What follows belongs to an exercise in optimizing a design on an open flow for small area; a production flow would make more cautious choices.
RTL that was checked went through simulation tests only; none was proved equivalent to the original.
Power and IR drop assume default switching activity.

==> wip/harbor: inputs <==
Design sgp41_pl, start of the top module:
module sgp41_pl (
    input  wire        clk,
    input  wire        rst,
    input  wire        req_valid,
    input  wire [2:0]  req_op,
    input  wire [7:0]  req_addr,
    input  wire [15:0] req_p0,
    input  wire [15:0] req_p1,
    output wire        busy,
    output reg         done,
    output reg  [2:0]  res_status,
    output reg  [2:0]  res_op,
    output wire [1:0]  res_nwords,
    output wire [15:0] res_w0,
    output wire [15:0] res_w1,
    output wire [15:0] res_w2,
    output reg         res_bound,
    output wire        st_pass,
    output wire        st_voc_fail,
    output wire        st_nox_fail,
    input  wire [15:0] crc_in,
    output wire [7:0]  crc_out,
    output wire        t_valid,
    output wire [2:0]  t_kind,
    output wire [7:0]  t_addr,
    output wire [7:0]  t_hnd,
    output reg  [3:0]  t_len,
    output wire [63:0] t_wdata,
    input  wire        t_done,
    input  wire        t_ok,
    input  wire [7:0]  t_rhnd,
    input  wire [71:0] t_rdata,
    output wire        z_valid,
    output reg  [8:0]  z_ms,
    input  wire        z_done
);
export LEC_CHECK = 0
export CAP_MARGIN = 20
export CORE_MARGIN = 2
export CORE_UTILIZATION = 40
export SLEW_MARGIN = 20
create_clock -name core_clock -period 10.0 [get_ports {clk}]
standard.sh (not shown) runs the stock make flow with config.mk's settings and CLKGATE_MAP_FILE= SYNTH_SCRIPT=/design/flow/synth_recipe.tcl, a recipe that flattens the netlist after the stock synthesis.
==> flow/flow/run.sh <==
#!/bin/bash
# Layout flow: the standard ORFS flow (standard.sh) with three changes
# that only change how the layout is made:
#  - synthesis maps the logic with an area-oriented ABC script
#    (flow/abc_area.script) instead of ORFS's speed script; everything else in
#    the synthesis (synth_recipe.tcl and ORFS synth.tcl) is unchanged, so the
#    registers keep their standard names and cell types;
#  - the port buffers are sky130_fd_sc_hd__buf_1 (ORFS picks a larger cell);
#  - CTS uses clkbuf_8 and adds no dummy loads to balance the leaf nets.
# Each tool's output goes to a log file here; ORFS's own logs are in orfs/logs.
set -euo pipefail
here=$(pwd)
flowdir=$(cd "$(dirname "${BASH_SOURCE[0]}")" && pwd)

# synthesis script: the standard flow's, with ABC's script swapped for the area script
{
  echo "proc abc {args} {"
  echo "  set i [lsearch -exact \$args -script]"
  echo "  if {\$i >= 0} { lset args [expr {\$i + 1}] {$flowdir/abc_area.script} }"
  echo "  puts \"area flow: abc runs with \$args\""
  echo "  yosys abc {*}\$args"
  echo "}"
  cat synth_recipe.tcl
} > area_synth.tcl
sed "s#SYNTH_SCRIPT=[^ ]*synth_recipe.tcl#SYNTH_SCRIPT=$here/area_synth.tcl#" standard.sh > area_standard.sh
grep -q "SYNTH_SCRIPT=$here/area_synth.tcl" area_standard.sh

export BUFFER_PORTS_ARGS="-buffer_cell sky130_fd_sc_hd__buf_1"
export CTS_ARGS="-sink_clustering_enable -repair_clock_nets -buf_list sky130_fd_sc_hd__clkbuf_8 -dont_use_dummy_load"
bash area_standard.sh > run_standard.log 2>&1
==> flow/flow/abc_area.script <==
strash
&get -n
&deepsyn -T 30
&put
strash
dc2
dch -f
amap
topo
==> wip/willow (differences from wip/harbor) <==
--- a/flow/design.v
+++ b/flow/design.v
@@ -255,13 +255,13 @@
             res_bound  <= bound_n;
             if (accept) res_op <= req_op;
         end
     end
     always @(posedge clk) begin
-        if (phase == PH_OPEN) hnd <= t_rhnd;
-        if (phase == PH_READ) chk <= 1'b1;
-        else if (phase == PH_IDLE) chk <= 1'b0;
+        if (phase == PH_OPEN && t_done && t_ok) hnd <= t_rhnd;
+        if (ld_rd) chk <= 1'b1;
+        else if (accept) chk <= 1'b0;
     end
     always @(posedge clk) begin
         if (!rot)
             lf <= 8'hFF;
         else
Settings changed: CORE_UTILIZATION 40 to 65.
==> wip/amber (differences from wip/harbor) <==
--- a/flow/design.v
+++ b/flow/design.v
@@ -127,12 +127,11 @@
     assign res_w1     = ring[47:32];
     assign res_w2     = ring[23:8];
     assign res_nwords = (res_status == ST_OK) ? n_resp : 2'd0;
     always @* begin
         if (phase == PH_READ)
-            t_len = {n_resp[1] & n_resp[0], n_resp[1] & !n_resp[0],
-                     n_resp[1] ^ n_resp[0], n_resp[0]};             
+            t_len = {n_resp, 1'b0} + {2'b00, n_resp};
         else if (res_op == OP_CONDITION || res_op == OP_MEASURE)
             t_len = 4'd8;
         else
             t_len = 4'd2;
         z_ms = delay_ms(res_op);
@@ -255,13 +254,13 @@
             res_bound  <= bound_n;
             if (accept) res_op <= req_op;
         end
     end
     always @(posedge clk) begin
-        if (phase == PH_OPEN) hnd <= t_rhnd;
-        if (phase == PH_READ) chk <= 1'b1;
-        else if (phase == PH_IDLE) chk <= 1'b0;
+        if (phase == PH_OPEN && t_done && t_ok) hnd <= t_rhnd;
+        if (ld_rd) chk <= 1'b1;
+        else if (accept) chk <= 1'b0;
     end
     always @(posedge clk) begin
         if (!rot)
             lf <= 8'hFF;
         else
@@ -269,14 +268,14 @@
         if (!rot) begin
             bitn  <= 3'd0;
             byten <= 2'd0;
             trip  <= 2'd0;
         end else begin
-            bitn <= {bitn[2] ^ (bitn[1] & bitn[0]), bitn[1] ^ bitn[0], !bitn[0]};
+            bitn <= bitn + 3'd1;
             if (last_bit) begin
-                byten <= {byten[0], !(byten[1] | byten[0])};    
-                if (byten[1]) trip <= {trip[0], !(trip[1] | trip[0])};
+                byten <= byten[1] ? 2'd0 : byten + 2'd1;
+                if (byten[1]) trip <= trip + 2'd1;
             end
         end
         bad <= rot & bad_now;
         nz  <= rot & (nz | (!byten[1] & d));
         no  <= rot & (no | (!byten[1] & !d));
==> flow/flow/run.sh (replaced) <==
#!/bin/bash
set -euo pipefail
here=$(pwd)
flowdir=$(cd "$(dirname "${BASH_SOURCE[0]}")" && pwd)

# synthesis script: the standard flow's, with ABC's script swapped for the area script
{
  echo "proc abc {args} {"
  echo "  set i [lsearch -exact \$args -script]"
  echo "  if {\$i >= 0} { lset args [expr {\$i + 1}] {$flowdir/abc_area.script} }"
  echo "  yosys abc {*}\$args"
  echo "}"
  cat synth_recipe.tcl
} > area_synth.tcl
sed "s#SYNTH_SCRIPT=[^ ]*synth_recipe.tcl#SYNTH_SCRIPT=$here/area_synth.tcl#" standard.sh > area_standard.sh
grep -q "SYNTH_SCRIPT=$here/area_synth.tcl" area_standard.sh

export BUFFER_PORTS_ARGS="-buffer_cell sky130_fd_sc_hd__buf_1"
bash area_standard.sh > run_standard.log 2>&1
Settings changed: CTS_BUF_LIST from default to sky130_fd_sc_hd__clkbuf_8.
==> run notes <==
The highest sequential power belongs to wip/willow, the lowest to wip/harbor.
The highest sequential share of layout area belongs to wip/willow, the lowest to wip/amber.
Between wip/harbor and wip/amber, the lower critical path depth is in wip/harbor (gap 4).
wip/harbor completed without violations. wip/amber went through all stages and came out clean. wip/willow passed the timing, DRC and antenna checks.
The lowest routed wire length belongs to wip/amber, the highest to wip/willow.
Function not checked in wip/harbor: the RTL went through the layout flow alone.

-- static timing again, ports no longer ideal --
In the flow no input, the clock included, has a driving cell. The finished layouts below were timed again as built, in two steps.
Step 1 assumes that a clkbuf_16 drives the clock port and a buf_2 every other input.
Step 2 adds t to the input delays and takes it off the output delays; t is the mean of the earliest and latest rising clock arrival at the registers after step 1. Input paths then give back, and output paths get back, about the clock's delay inside the block.
a / b / c = ideal / step 1 / step 2; a / b = the first two.
| run | shift t [ns] | setup WS [ns] | worst setup path after step 2 |
|---|---|---|---|
| wip/harbor | 0.397 | 4.433 / 4.410 / 4.410 | input to output |
| wip/willow | 0.389 | 3.830 / 3.807 / 3.807 | input to output |
| wip/amber | 0.418 | 3.989 / 3.964 / 3.964 | input to output |
After both steps setup and hold are still met in every run listed. For wip/amber, which loses most, drivers alone change the setup slack by -0.025 ns; drivers and shift together by -0.025 ns.
